Background: an optimization exercise with open tools, aiming at a short achievable clock period and few clock cycles per item. Do not read the settings as production practice. Only simulation tests tie the RTL to the original design; equivalence was not proved. Power and IR drop assume default switching activity.

==> inputs of job 4875 <==
## nezoba_core
module nezoba_core #(
    parameter integer N_BUTTONS          = 15,
    parameter [31:0]  DEBOUNCE_TICKS     = 32'd5000,
    parameter [31:0]  TURBO_PERIOD_TICKS = 32'd13300,
    parameter [31:0]  CFG_DEBOUNCE_TICKS = 32'd5000,
    parameter integer CFG_MAX_READS      = 0,
    parameter [0:0]   TURBO_PHASE_INIT   = 1'b0
) (
    input  wire        clk,
    input  wire        rst,           
    input  wire [31:0] now,
    output reg  [1:0]  exp_op,
    input  wire [7:0]  exp_data,
    input  wire        exp_done,
    output reg  [2:0]  pin_pullup,
    input  wire [2:0]  cfg_pin,
    output reg  [7:0]  evt,
    output reg         evt_valid,
    output wire        halted,
    output wire [1:0]  fault
);
    localparam [1:0] OP_NONE = 2'd0, OP_INIT = 2'd1, OP_READA = 2'd2, OP_READB = 2'd3;
    localparam [2:0] S_INIT = 3'd0, S_CFG = 3'd1, S_WAIT = 3'd2,
                     S_BEGIN = 3'd4, S_RUN = 3'd5, S_HALT = 3'd6;
    localparam [7:0] EV_BEGIN = 8'h00, EV_RELALL = 8'h20, EV_PRESS = 8'h40,
                     EV_DPAD  = 8'h60, EV_COMMIT = 8'h80, EV_DIAG  = 8'hE3;
    localparam integer NS  = 3 * N_BUTTONS;    
    localparam integer NSA = 24;               
    reg  [2:0]  st;
    reg         halt_r;
    reg  [31:0] now_r;           
    reg         cfg_prev;
    reg         cfg_prev_v;
    reg  [31:0] cfg_t;           
    reg  [31:0] cfg_tv;          
    reg         cfg_tw;          
    reg  [1:0]  cfg_wt;          
  ...
==> flow/config.mk <==
export PLATFORM = sky130hd
export DESIGN_NAME = nezoba_core
export DESIGN_NICKNAME = nezoba_core
export VERILOG_FILES = /design/flow/design.v
export SDC_FILE = /design/flow/constraint.sdc
export NUM_CORES = 4
export LEC_CHECK = 0
export CAP_MARGIN = 20
export CORE_MARGIN = 2
export CORE_UTILIZATION = 40
export PLACE_DENSITY = 0.6
export SLEW_MARGIN = 20
==> flow/constraint.sdc <==
create_clock -name core_clock -period 11.0 [get_ports {clk}]
set_input_delay 2.2000 -clock core_clock [delete_from_list [all_inputs] [get_ports {clk}]]
set_output_delay 2.2000 -clock core_clock [all_outputs]
set_load 0.01 [all_outputs]
standard.sh (not shown) runs the stock make flow with config.mk's settings and CLKGATE_MAP_FILE= SYNTH_SCRIPT=/design/flow/synth_recipe.tcl, a recipe that flattens the netlist after the stock synthesis.
==> flow/flow/run.sh <==
#!/bin/bash
set -euo pipefail
bash standard.sh SETUP_SLACK_MARGIN=7.8 MATCH_CELL_FOOTPRINT=0 \
    "BUFFER_PORTS_ARGS=-buffer_cell sky130_fd_sc_hd__buf_4" finish > standard_make.log 2>&1
==> job 1104: changes against job 4875 <==
--- a/flow/design.v
+++ b/flow/design.v
@@ -93,18 +93,17 @@
             acc  <= 8'hFF;
             prev <= 8'hFF;
             res  <= 1'b0;
             ans  <= 1'b0;
             tsu  <= 1'b0;
         end else begin
             tsu <= sample;
             if (first) begin
-                acc <= upd ? prev : acc;
-                res <= (prev == (upd ? prev : acc));
+                res <= (prev == acc);
                 ans <= 1'b0;
             end else if (res_eff) begin
                 res <= 1'b1;
                 if (upd)
                     acc <= prev;
             end
             if (sample) begin
                 prev <= raw;
@@ -265,139 +264,97 @@
                         default: begin dx = 2'b00; dy = 2'b00; end    
                     endcase
                 end
                 assign sdx[2*J +: 2] = w[6] ? 2'b00 : dx;
                 assign sdy[2*J +: 2] = w[6] ? 2'b00 : dy;
             end
         end
     endgenerate
-    reg [15:0] relm;
-    integer rb;
-    always @(posedge clk)
-        for (rb = 0; rb < 16; rb = rb + 1)
-            relm[rb] <= (rb < N_BUTTONS) &&
-                        (|(isb[3*rb +: 3] | ill[3*rb +: 3]) ||
-                         |{sdx[6*rb +: 6], sdy[6*rb +: 6]});
-    reg  [NS-1:0] act_r [0:3];
-    reg  [NS-1:0] tsl_r [0:1];
-    reg  [3:0]    dp    [0:3];
-    wire [7:0]    ba [0:1];
-    wire [7:0]    bb [0:1];
-    assign ba[0] = acc_a; assign ba[1] = prev_a;
-    assign bb[0] = acc_b; assign bb[1] = prev_b;
     wire       wa_any [0:3], wa_ill [0:3], wa_wt [0:3];
     wire [3:0] wa_key [0:3];
     wire [NS-1:0] wa_pass [0:3];
     wire       wb_any [0:3], wb_ill [0:3], wb_wt [0:3];
     wire [3:0] wb_key [0:3];
     wire [NS-1:0] wb_pass [0:3];
-    genvar gv, gj2;
+    wire [3:0] dp [0:3];
+    genvar gv;
     generate
         for (gv = 0; gv < 4; gv = gv + 1) begin : g_var
-            for (gj2 = 0; gj2 < NS; gj2 = gj2 + 1) begin : g_act
-                wire p = (gj2 < NSA) ? !ba[gv % 2][gj2/3] : !bb[gv % 2][gj2/3 - NSA/3];
-                always @(posedge clk)
-                    act_r[gv][gj2] <= p && ((isb[gj2] && (!tt[gj2] || gv / 2 == 1)) || ill[gj2]);
-                if (gv < 2) begin : g_ts
-                    always @(posedge clk)
-                        tsl_r[gv][gj2] <= p && isb[gj2] && tt[gj2];
-                end
-            end
             nezoba_walk #(.NS(NS), .J0(0), .J1(NSA)) u_wa (
-                .act_t(act_r[gv]), .tsl(tsl_r[gv % 2]), .allow(allow),
-                .tt(tt), .ill(ill), .pkey(pkey), .nv(nv),
+                .acc(gv[0] ? prev_a : acc_a), .allow(allow),
+                .isb(isb), .tt(tt), .ill(ill), .pkey(pkey),
+                .turbo(turbo_phase ^ gv[1]), .nv(nv),
                 .any(wa_any[gv]), .illo(wa_ill[gv]), .wt(wa_wt[gv]), .key(wa_key[gv]),
                 .pass(wa_pass[gv])
             );
             nezoba_walk #(.NS(NS), .J0(NSA), .J1(NS)) u_wb (
-                .act_t(act_r[gv]), .tsl(tsl_r[gv % 2]), .allow(allow),
-                .tt(tt), .ill(ill), .pkey(pkey), .nv(nv),
+                .acc(gv[0] ? prev_b : acc_b), .allow(allow),
+                .isb(isb), .tt(tt), .ill(ill), .pkey(pkey),
+                .turbo(turbo_phase ^ gv[1]), .nv(nv),
                 .any(wb_any[gv]), .illo(wb_ill[gv]), .wt(wb_wt[gv]), .key(wb_key[gv]),
                 .pass(wb_pass[gv])
             );
-            wire [3:0] dl;
             nezoba_dpad #(.NS(NS)) u_dp (
-                .acc_a(ba[gv % 2]), .acc_b(bb[gv / 2]),
-                .sdx(sdx), .sdy(sdy), .dlut(dl)
+                .acc_a(gv[0] ? prev_a : acc_a), .acc_b(gv[1] ? prev_b : acc_b),
+                .sdx(sdx), .sdy(sdy), .dlut(dp[gv])
             );
-            always @(posedge clk) dp[gv] <= dl;
         end
     endgenerate
     wire [7:0]    c_evt   [0:7];
     wire [7:0]    c_flags [0:7];
-    wire [NS-1:0] c_pa [0:7];
-    wire [NS-1:0] c_pb [0:7];
-    reg ag_ar, ag_br, mvp_a, mvp_b, mva_a, mva_b;
-    always @(posedge clk) begin
-        ag_ar <= ~|((acc_a ^ prev_a) & relm[7:0]);
-        ag_br <= ~|((acc_b ^ prev_b) & relm[15:8]);
-        mvp_a <= sample_a;
-        mvp_b <= sample_b;
-        mva_a <= upd_a;
-        mva_b <= upd_b;
-    end
-    wire ag_a = ag_ar && !mvp_a && !mva_a;
-    wire ag_b = ag_br && !mvp_b && !mva_b;
+    wire [NS-1:0] c_allow [0:7];
     genvar ge;
     generate
         for (ge = 0; ge < 8; ge = ge + 1) begin : g_case
             localparam EA = ge % 2, EB = (ge / 2) % 2, ET = ge / 4;
-            wire ra = res_a || (nv && (!EA || ans_a)) || ag_a;
+            wire ra = res_a || (nv && (!EA || ans_a));
             wire ua = EA && !res_a && nv && ans_a && same_a;
-            wire rb = res_b || (nv && (!EB || ans_b)) || ag_b;
+            wire rb = res_b || (nv && (!EB || ans_b));
             wire ub = EB && !res_b && nv && ans_b && same_b;
-            wire tp = turbo_phase ^ (c2 && !ET);
-            wire pa_ = ua || mva_a;
-            wire pb_ = ub || mva_b;
-            wire ka  = pa_ ? !mvp_a : !mva_a;
-            wire kb  = pb_ ? !mvp_b : !mva_b;
-            wire [1:0] sa = {tp, pa_};
-            wire [1:0] sb = {tp, pb_};
+            wire tf = c2 && !ET;
+            wire [1:0] sa = {tf, ua};
+            wire [1:0] sb = {tf, ub};
             wire       any_a = wa_any[sa], ill_a = wa_ill[sa], wt_a = wa_wt[sa];
             wire [3:0] key_a = wa_key[sa];
             wire       any_b = wb_any[sb], ill_b = wb_ill[sb], wt_b = wb_wt[sb];
             wire [3:0] key_b = wb_key[sb];
-            wire [3:0] dl    = dp[{pb_, pa_}];
+            wire [3:0] dl    = dp[{ub, ua}];
             reg        v, dg, pa, pb, dd;
             always @(*) begin
                 dg = 1'b0; pa = 1'b0; pb = 1'b0; dd = 1'b0;
-                if (ra && ka) begin
+                if (ra) begin
                     if (any_a) begin
                         if (ill_a)
                             dg = b_ans;
                         else
                             pa = !wt_a;
-                    end else if (rb && kb) begin
+                    end else if (rb) begin
                         if (any_b) begin
                             if (ill_b)
                                 dg = b_ans;
                             else
                                 pb = !wt_b;
                         end else
                             dd = 1'b1;
                     end
                 end
                 v = dg || pa || pb || dd;
             end
             assign c_flags[ge] = {3'd0, v, dg, pa, pb, dd};
             assign c_evt[ge]   = dg ? EV_DIAG :
                                  dd ? (EV_DPAD | {4'd0, dl}) :
                                       (EV_PRESS | {4'd0, pa ? key_a : key_b});
-            assign c_pa[ge] = wa_pass[sa];
-            assign c_pb[ge] = wb_pass[sb];
+            assign c_allow[ge] = pa ? wa_pass[sa] : pb ? wb_pass[sb] : allow;
         end
     endgenerate
     wire cfg_r = ~exp_data[7];                         
     wire [2:0]    ci      = {tb_in, el_b, el_a};
     wire [7:0]    w_evt   = c_evt[ci];
-    wire [NS-1:0] w_pass_a = c_pa[ci];
-    wire [NS-1:0] w_pass_b = c_pb[ci];
-    wire          w_pa     = c_flags[ci][2];
-    wire          w_pb     = c_flags[ci][1];
+    wire [NS-1:0] w_allow = c_allow[ci];
     wire          w_v     = c_flags[ci][4];
     wire          w_diag  = c_flags[ci][3];
     wire          w_dpad  = c_flags[ci][0];
     wire cm_now  = dpad_done && b_ans;
     wire cm_done = dpad_done && !b_ans && exp_op == OP_READB;
     wire commit  = cm_now || (cm_done && exp_done);
     always @(posedge clk) begin
         if (st == S_CFG && exp_done) begin
@@ -412,20 +369,18 @@
         if (st == S_BEGIN)
             turbo_ts <= now;          
         else if (turbo_upd)
             turbo_ts <= now_r;        
         if (turbo_tvu)
             {turbo_tw, turbo_tv} <= {1'b0, turbo_ts} + {1'b0, TURBO_PERIOD_TICKS};
         if (relall_pend)
             allow <= {NS{1'b1}};
-        else if (w_pa)
-            allow <= w_pass_a;
-        else if (w_pb)
-            allow <= w_pass_b;
+        else if (!dpad_done)
+            allow <= w_allow;
         if (st == S_BEGIN)
             evt <= EV_BEGIN;
         else if (dpad_done)
             evt <= EV_COMMIT;
         else
             evt <= relall_pend ? EV_RELALL : w_evt;
         c1 <= relall_pend;
         c2 <= c1;
@@ -522,37 +477,40 @@
         end
     end
 endmodule
 module nezoba_walk #(
     parameter integer NS = 45,
     parameter integer J0 = 0,
     parameter integer J1 = 24
 ) (
-    input  wire [NS-1:0]   act_t,
-    input  wire [NS-1:0]   tsl,
+    input  wire [7:0]      acc,
     input  wire [NS-1:0]   allow,
+    input  wire [NS-1:0]   isb,
     input  wire [NS-1:0]   tt,
     input  wire [NS-1:0]   ill,
     input  wire [4*NS-1:0] pkey,
+    input  wire            turbo,
     input  wire            nv,
     output wire            any,
     output reg             illo,
     output reg             wt,
     output reg  [3:0]      key,
     output wire [NS-1:0]   pass
 );
     wire [NS-1:0] act;
     wire [NS:0]   below;           
     assign below[J0] = 1'b0;
     genvar gj;
     generate
         for (gj = 0; gj < NS; gj = gj + 1) begin : g_j
             if (gj >= J0 && gj < J1) begin : g_in
-                assign act[gj] = allow[gj] && (act_t[gj] || (!nv && tsl[gj]));
+                wire p = !acc[gj/3 - J0/3];
+                assign act[gj] = allow[gj] && p &&
+                                 ((isb[gj] && (!tt[gj] || !nv || turbo)) || ill[gj]);
                 assign below[gj+1] = below[gj] || act[gj];
                 assign pass[gj] = allow[gj] && below[gj];
             end else begin : g_out
                 assign act[gj]  = 1'b0;
                 assign pass[gj] = allow[gj];
             end
         end
     endgenerate
==> job 8609: changes against job 4875 <==
--- a/flow/design.v
+++ b/flow/design.v
@@ -93,18 +93,17 @@
             acc  <= 8'hFF;
             prev <= 8'hFF;
             res  <= 1'b0;
             ans  <= 1'b0;
             tsu  <= 1'b0;
         end else begin
             tsu <= sample;
             if (first) begin
-                acc <= upd ? prev : acc;
-                res <= (prev == (upd ? prev : acc));
+                res <= (prev == acc);
                 ans <= 1'b0;
             end else if (res_eff) begin
                 res <= 1'b1;
                 if (upd)
                     acc <= prev;
             end
             if (sample) begin
                 prev <= raw;
@@ -192,23 +191,17 @@
     reg         c1;              
     reg         c2;              
     reg         nv;              
     reg         b_ans;           
     reg         dpad_done;       
     reg  [NS-1:0] allow;         
     assign halted = halt_r;
     assign fault  = {halt_r, halt_r};
-    reg  [3:0]  now_eq;
-    integer nb;
-    always @(posedge clk) begin
-        now_r <= now;
-        for (nb = 0; nb < 4; nb = nb + 1)
-            now_eq[nb] <= (now[8*nb +: 8] == now_r[8*nb +: 8]);
-    end
+    always @(posedge clk) now_r <= now;
     wire run      = (st == S_RUN);
     wire sample_a = run && exp_op == OP_READA && exp_done;
     wire sample_b = run && exp_op == OP_READB && exp_done;
     wire [7:0] acc_a, prev_a, acc_b, prev_b;
     wire       rese_a, rese_b, upd_a, upd_b;
     wire       res_a, ans_a, same_a, el_a, res_b, ans_b, same_b, el_b;
     nezoba_debounce #(.DEBOUNCE_TICKS(DEBOUNCE_TICKS)) u_bank_a (
         .clk(clk), .rst(rst), .first(relall_pend), .nv(nv),
@@ -265,167 +258,120 @@
                         default: begin dx = 2'b00; dy = 2'b00; end    
                     endcase
                 end
                 assign sdx[2*J +: 2] = w[6] ? 2'b00 : dx;
                 assign sdy[2*J +: 2] = w[6] ? 2'b00 : dy;
             end
         end
     endgenerate
-    reg [15:0] relm;
-    integer rb;
-    always @(posedge clk)
-        for (rb = 0; rb < 16; rb = rb + 1)
-            relm[rb] <= (rb < N_BUTTONS) &&
-                        (|(isb[3*rb +: 3] | ill[3*rb +: 3]) ||
-                         |{sdx[6*rb +: 6], sdy[6*rb +: 6]});
-    reg  [NS-1:0] act_r [0:3];
-    reg  [NS-1:0] tsl_r [0:1];
-    reg  [3:0]    dp    [0:3];
-    wire [7:0]    ba [0:1];
-    wire [7:0]    bb [0:1];
-    assign ba[0] = acc_a; assign ba[1] = prev_a;
-    assign bb[0] = acc_b; assign bb[1] = prev_b;
     wire       wa_any [0:3], wa_ill [0:3], wa_wt [0:3];
     wire [3:0] wa_key [0:3];
     wire [NS-1:0] wa_pass [0:3];
     wire       wb_any [0:3], wb_ill [0:3], wb_wt [0:3];
     wire [3:0] wb_key [0:3];
     wire [NS-1:0] wb_pass [0:3];
-    genvar gv, gj2;
+    wire [3:0] dp [0:3];
+    genvar gv;
     generate
         for (gv = 0; gv < 4; gv = gv + 1) begin : g_var
-            for (gj2 = 0; gj2 < NS; gj2 = gj2 + 1) begin : g_act
-                wire p = (gj2 < NSA) ? !ba[gv % 2][gj2/3] : !bb[gv % 2][gj2/3 - NSA/3];
-                always @(posedge clk)
-                    act_r[gv][gj2] <= p && ((isb[gj2] && (!tt[gj2] || gv / 2 == 1)) || ill[gj2]);
-                if (gv < 2) begin : g_ts
-                    always @(posedge clk)
-                        tsl_r[gv][gj2] <= p && isb[gj2] && tt[gj2];
-                end
-            end
             nezoba_walk #(.NS(NS), .J0(0), .J1(NSA)) u_wa (
-                .act_t(act_r[gv]), .tsl(tsl_r[gv % 2]), .allow(allow),
-                .tt(tt), .ill(ill), .pkey(pkey), .nv(nv),
+                .acc(gv[0] ? prev_a : acc_a), .allow(allow),
+                .isb(isb), .tt(tt), .ill(ill), .pkey(pkey),
+                .turbo(turbo_phase ^ gv[1]), .nv(nv),
                 .any(wa_any[gv]), .illo(wa_ill[gv]), .wt(wa_wt[gv]), .key(wa_key[gv]),
                 .pass(wa_pass[gv])
             );
             nezoba_walk #(.NS(NS), .J0(NSA), .J1(NS)) u_wb (
-                .act_t(act_r[gv]), .tsl(tsl_r[gv % 2]), .allow(allow),
-                .tt(tt), .ill(ill), .pkey(pkey), .nv(nv),
+                .acc(gv[0] ? prev_b : acc_b), .allow(allow),
+                .isb(isb), .tt(tt), .ill(ill), .pkey(pkey),
+                .turbo(turbo_phase ^ gv[1]), .nv(nv),
                 .any(wb_any[gv]), .illo(wb_ill[gv]), .wt(wb_wt[gv]), .key(wb_key[gv]),
                 .pass(wb_pass[gv])
             );
-            wire [3:0] dl;
             nezoba_dpad #(.NS(NS)) u_dp (
-                .acc_a(ba[gv % 2]), .acc_b(bb[gv / 2]),
-                .sdx(sdx), .sdy(sdy), .dlut(dl)
+                .acc_a(gv[0] ? prev_a : acc_a), .acc_b(gv[1] ? prev_b : acc_b),
+                .sdx(sdx), .sdy(sdy), .dlut(dp[gv])
             );
-            always @(posedge clk) dp[gv] <= dl;
         end
     endgenerate
     wire [7:0]    c_evt   [0:7];
     wire [7:0]    c_flags [0:7];
-    wire [NS-1:0] c_pa [0:7];
-    wire [NS-1:0] c_pb [0:7];
-    reg ag_ar, ag_br, mvp_a, mvp_b, mva_a, mva_b;
-    always @(posedge clk) begin
-        ag_ar <= ~|((acc_a ^ prev_a) & relm[7:0]);
-        ag_br <= ~|((acc_b ^ prev_b) & relm[15:8]);
-        mvp_a <= sample_a;
-        mvp_b <= sample_b;
-        mva_a <= upd_a;
-        mva_b <= upd_b;
-    end
-    wire ag_a = ag_ar && !mvp_a && !mva_a;
-    wire ag_b = ag_br && !mvp_b && !mva_b;
+    wire [NS-1:0] c_allow [0:7];
     genvar ge;
     generate
         for (ge = 0; ge < 8; ge = ge + 1) begin : g_case
             localparam EA = ge % 2, EB = (ge / 2) % 2, ET = ge / 4;
-            wire ra = res_a || (nv && (!EA || ans_a)) || ag_a;
+            wire ra = res_a || (nv && (!EA || ans_a));
             wire ua = EA && !res_a && nv && ans_a && same_a;
-            wire rb = res_b || (nv && (!EB || ans_b)) || ag_b;
+            wire rb = res_b || (nv && (!EB || ans_b));
             wire ub = EB && !res_b && nv && ans_b && same_b;
-            wire tp = turbo_phase ^ (c2 && !ET);
-            wire pa_ = ua || mva_a;
-            wire pb_ = ub || mva_b;
-            wire ka  = pa_ ? !mvp_a : !mva_a;
-            wire kb  = pb_ ? !mvp_b : !mva_b;
-            wire [1:0] sa = {tp, pa_};
-            wire [1:0] sb = {tp, pb_};
+            wire tf = c2 && !ET;
+            wire [1:0] sa = {tf, ua};
+            wire [1:0] sb = {tf, ub};
             wire       any_a = wa_any[sa], ill_a = wa_ill[sa], wt_a = wa_wt[sa];
             wire [3:0] key_a = wa_key[sa];
             wire       any_b = wb_any[sb], ill_b = wb_ill[sb], wt_b = wb_wt[sb];
             wire [3:0] key_b = wb_key[sb];
-            wire [3:0] dl    = dp[{pb_, pa_}];
+            wire [3:0] dl    = dp[{ub, ua}];
             reg        v, dg, pa, pb, dd;
             always @(*) begin
                 dg = 1'b0; pa = 1'b0; pb = 1'b0; dd = 1'b0;
-                if (ra && ka) begin
+                if (ra) begin
                     if (any_a) begin
                         if (ill_a)
                             dg = b_ans;
                         else
                             pa = !wt_a;
-                    end else if (rb && kb) begin
+                    end else if (rb) begin
                         if (any_b) begin
                             if (ill_b)
                                 dg = b_ans;
                             else
                                 pb = !wt_b;
                         end else
                             dd = 1'b1;
                     end
                 end
                 v = dg || pa || pb || dd;
             end
             assign c_flags[ge] = {3'd0, v, dg, pa, pb, dd};
             assign c_evt[ge]   = dg ? EV_DIAG :
                                  dd ? (EV_DPAD | {4'd0, dl}) :
                                       (EV_PRESS | {4'd0, pa ? key_a : key_b});
-            assign c_pa[ge] = wa_pass[sa];
-            assign c_pb[ge] = wb_pass[sb];
+            assign c_allow[ge] = pa ? wa_pass[sa] : pb ? wb_pass[sb] : allow;
         end
     endgenerate
     wire cfg_r = ~exp_data[7];                         
     wire [2:0]    ci      = {tb_in, el_b, el_a};
     wire [7:0]    w_evt   = c_evt[ci];
-    wire [NS-1:0] w_pass_a = c_pa[ci];
-    wire [NS-1:0] w_pass_b = c_pb[ci];
-    wire          w_pa     = c_flags[ci][2];
-    wire          w_pb     = c_flags[ci][1];
+    wire [NS-1:0] w_allow = c_allow[ci];
     wire          w_v     = c_flags[ci][4];
     wire          w_diag  = c_flags[ci][3];
     wire          w_dpad  = c_flags[ci][0];
     wire cm_now  = dpad_done && b_ans;
     wire cm_done = dpad_done && !b_ans && exp_op == OP_READB;
     wire commit  = cm_now || (cm_done && exp_done);
     always @(posedge clk) begin
         if (st == S_CFG && exp_done) begin
             cfg_prev  <= cfg_r;
             cfg_t     <= now;
             cfg_index <= {~cfg_pin[0], ~cfg_pin[1], ~cfg_pin[2], cfg_r};
         end
-        if (st == S_CFG)
-            {cfg_tw, cfg_tv} <= {1'b0, now_r} + {1'b0, CFG_DEBOUNCE_TICKS};
-        else
-            {cfg_tw, cfg_tv} <= {1'b0, cfg_t} + {1'b0, CFG_DEBOUNCE_TICKS};
+        {cfg_tw, cfg_tv} <= {1'b0, cfg_t} + {1'b0, CFG_DEBOUNCE_TICKS};
         if (st == S_BEGIN)
             turbo_ts <= now;          
         else if (turbo_upd)
             turbo_ts <= now_r;        
         if (turbo_tvu)
             {turbo_tw, turbo_tv} <= {1'b0, turbo_ts} + {1'b0, TURBO_PERIOD_TICKS};
         if (relall_pend)
             allow <= {NS{1'b1}};
-        else if (w_pa)
-            allow <= w_pass_a;
-        else if (w_pb)
-            allow <= w_pass_b;
+        else if (!dpad_done)
+            allow <= w_allow;
         if (st == S_BEGIN)
             evt <= EV_BEGIN;
         else if (dpad_done)
             evt <= EV_COMMIT;
         else
             evt <= relall_pend ? EV_RELALL : w_evt;
         c1 <= relall_pend;
         c2 <= c1;
@@ -460,19 +406,17 @@
                     if (exp_done) begin
                         exp_op     <= OP_NONE;
                         cfg_prev_v <= 1'b1;
                         cfg_wt     <= 2'd2;
                         st         <= (cfg_prev_v && cfg_r == cfg_prev) ? S_BEGIN : S_WAIT;
                     end
                 end
                 S_WAIT: begin
-                    if (cfg_wt == 2'd2 && &now_eq)
-                        cfg_wt <= 2'd0;
-                    else if (cfg_wt != 2'd0)
+                    if (cfg_wt != 2'd0)
                         cfg_wt <= cfg_wt - 2'd1;
                     else if (!cfg_in) begin
                         exp_op <= OP_READB;
                         st     <= S_CFG;
                     end
                 end
                 S_BEGIN: begin
                     evt_valid   <= 1'b1;        
@@ -522,37 +466,40 @@
         end
     end
 endmodule
 module nezoba_walk #(
     parameter integer NS = 45,
     parameter integer J0 = 0,
     parameter integer J1 = 24
 ) (
-    input  wire [NS-1:0]   act_t,
-    input  wire [NS-1:0]   tsl,
+    input  wire [7:0]      acc,
     input  wire [NS-1:0]   allow,
+    input  wire [NS-1:0]   isb,
     input  wire [NS-1:0]   tt,
     input  wire [NS-1:0]   ill,
     input  wire [4*NS-1:0] pkey,
+    input  wire            turbo,
     input  wire            nv,
     output wire            any,
     output reg             illo,
     output reg             wt,
     output reg  [3:0]      key,
     output wire [NS-1:0]   pass
 );
     wire [NS-1:0] act;
     wire [NS:0]   below;           
     assign below[J0] = 1'b0;
     genvar gj;
     generate
         for (gj = 0; gj < NS; gj = gj + 1) begin : g_j
             if (gj >= J0 && gj < J1) begin : g_in
-                assign act[gj] = allow[gj] && (act_t[gj] || (!nv && tsl[gj]));
+                wire p = !acc[gj/3 - J0/3];
+                assign act[gj] = allow[gj] && p &&
+                                 ((isb[gj] && (!tt[gj] || !nv || turbo)) || ill[gj]);
                 assign below[gj+1] = below[gj] || act[gj];
                 assign pass[gj] = allow[gj] && below[gj];
             end else begin : g_out
                 assign act[gj]  = 1'b0;
                 assign pass[gj] = allow[gj];
             end
         end
     endgenerate
- CORE_UTILIZATION: 40 -> 70
- PLACE_DENSITY: 0.6 -> 0.8
==> comparison <==
In job 8609 the first-iteration DRC count is larger than in job 4875, by 57%. Design area: job 4875 > job 1104 > job 8609. Area after synthesis, highest first: job 4875, job 1104, job 8609. Job 1104 passed the timing, DRC and antenna checks. Job 8609 went through all stages and came out clean. Job 4875 finished clean. Core utilization: job 8609 > job 1104 > job 4875. Register-to-register slack, lowest first: job 1104, job 8609, job 4875. Clock power, lowest first: job 8609, job 1104, job 4875.
==> figures <==
| metric | job 4875 | job 8609 | job 1104 |
|---|---|---|---|
| Status | timing/DRC/antenna clean | timing/DRC/antenna clean | timing/DRC/antenna clean |
| Share of final-layout standard cells stronger than drive strength 1 | 0.153 | 0.148 | 0.155 |
| Total Die Area | 81700 sq um | 40700 sq um | 73200 sq um |
| Worst Setup End Kind | primary output | flip-flop | flip-flop |
| Placed cell areas | 33200 sq um | 28200 sq um | 29700 sq um |
| Post-synthesis cell type count | 96 | 87 | 94 |
| Slowest stage delay, CP | 0.36 ns | 0.51 ns | 0.64 ns |
| Compound-Gate Fraction of Synth Area | 0.130 | 0.144 | 0.133 |
| Seq cells | 582 | 507 | 511 |
| Net count, final | 3706 | 3173 | 3398 |
| Required time of the critical path | 8.80 ns | 11.50 ns | 11.53 ns |
| FF+latch count, synth | 582 | 507 | 511 |
| Net Switching | 1.53 mW | 1.08 mW | 1.13 mW |
| Number of warnings issued by yosys | 21 | 7 | 7 |
Testbench counts of job 4875, summed over its fixed seeds: cycles 3,194, iterations 480.
Testbench counts of job 1104, summed over its fixed seeds: cycles 3,172, iterations 480.
Testbench counts of job 8609, summed over its fixed seeds: cycles 3,187, iterations 480.

-- what the ideal ports hide --
How much do the figures lean on ideal ports? The routed layouts below were timed once more, with nothing changed but the port constraints.
Step 1 sets driving cells, clkbuf_16 on the clock port and buf_2 on the other inputs (assumed; they add their load-dependent delay and slew).
Step 2 times the ports against the registers' clock, not the clock port: input delays grow and output delays shrink by t, the midpoint of the rising clock arrivals with the driver on.
Three values: ideal, step 1, step 2; two values: the first two.
| run | t (ns) | slack for setup (ns) | hold slack, ns |
|---|---|---|---|
| job 4875 | 0.672 | 7.707 / 7.642 / 7.238 | 0.326 / 0.326 / 0.326 |
| job 1104 | 0.683 | 7.471 / 7.471 / 7.288 | 0.341 / 0.341 / 0.341 |
| job 8609 | 0.653 | 7.662 / 7.661 / 7.237 | 0.327 / 0.327 / 0.327 |
After both steps setup and hold are still met in every run listed. The setup slack of job 4875, which loses most, moves by -0.065 ns with the drivers and by -0.469 ns with both steps.
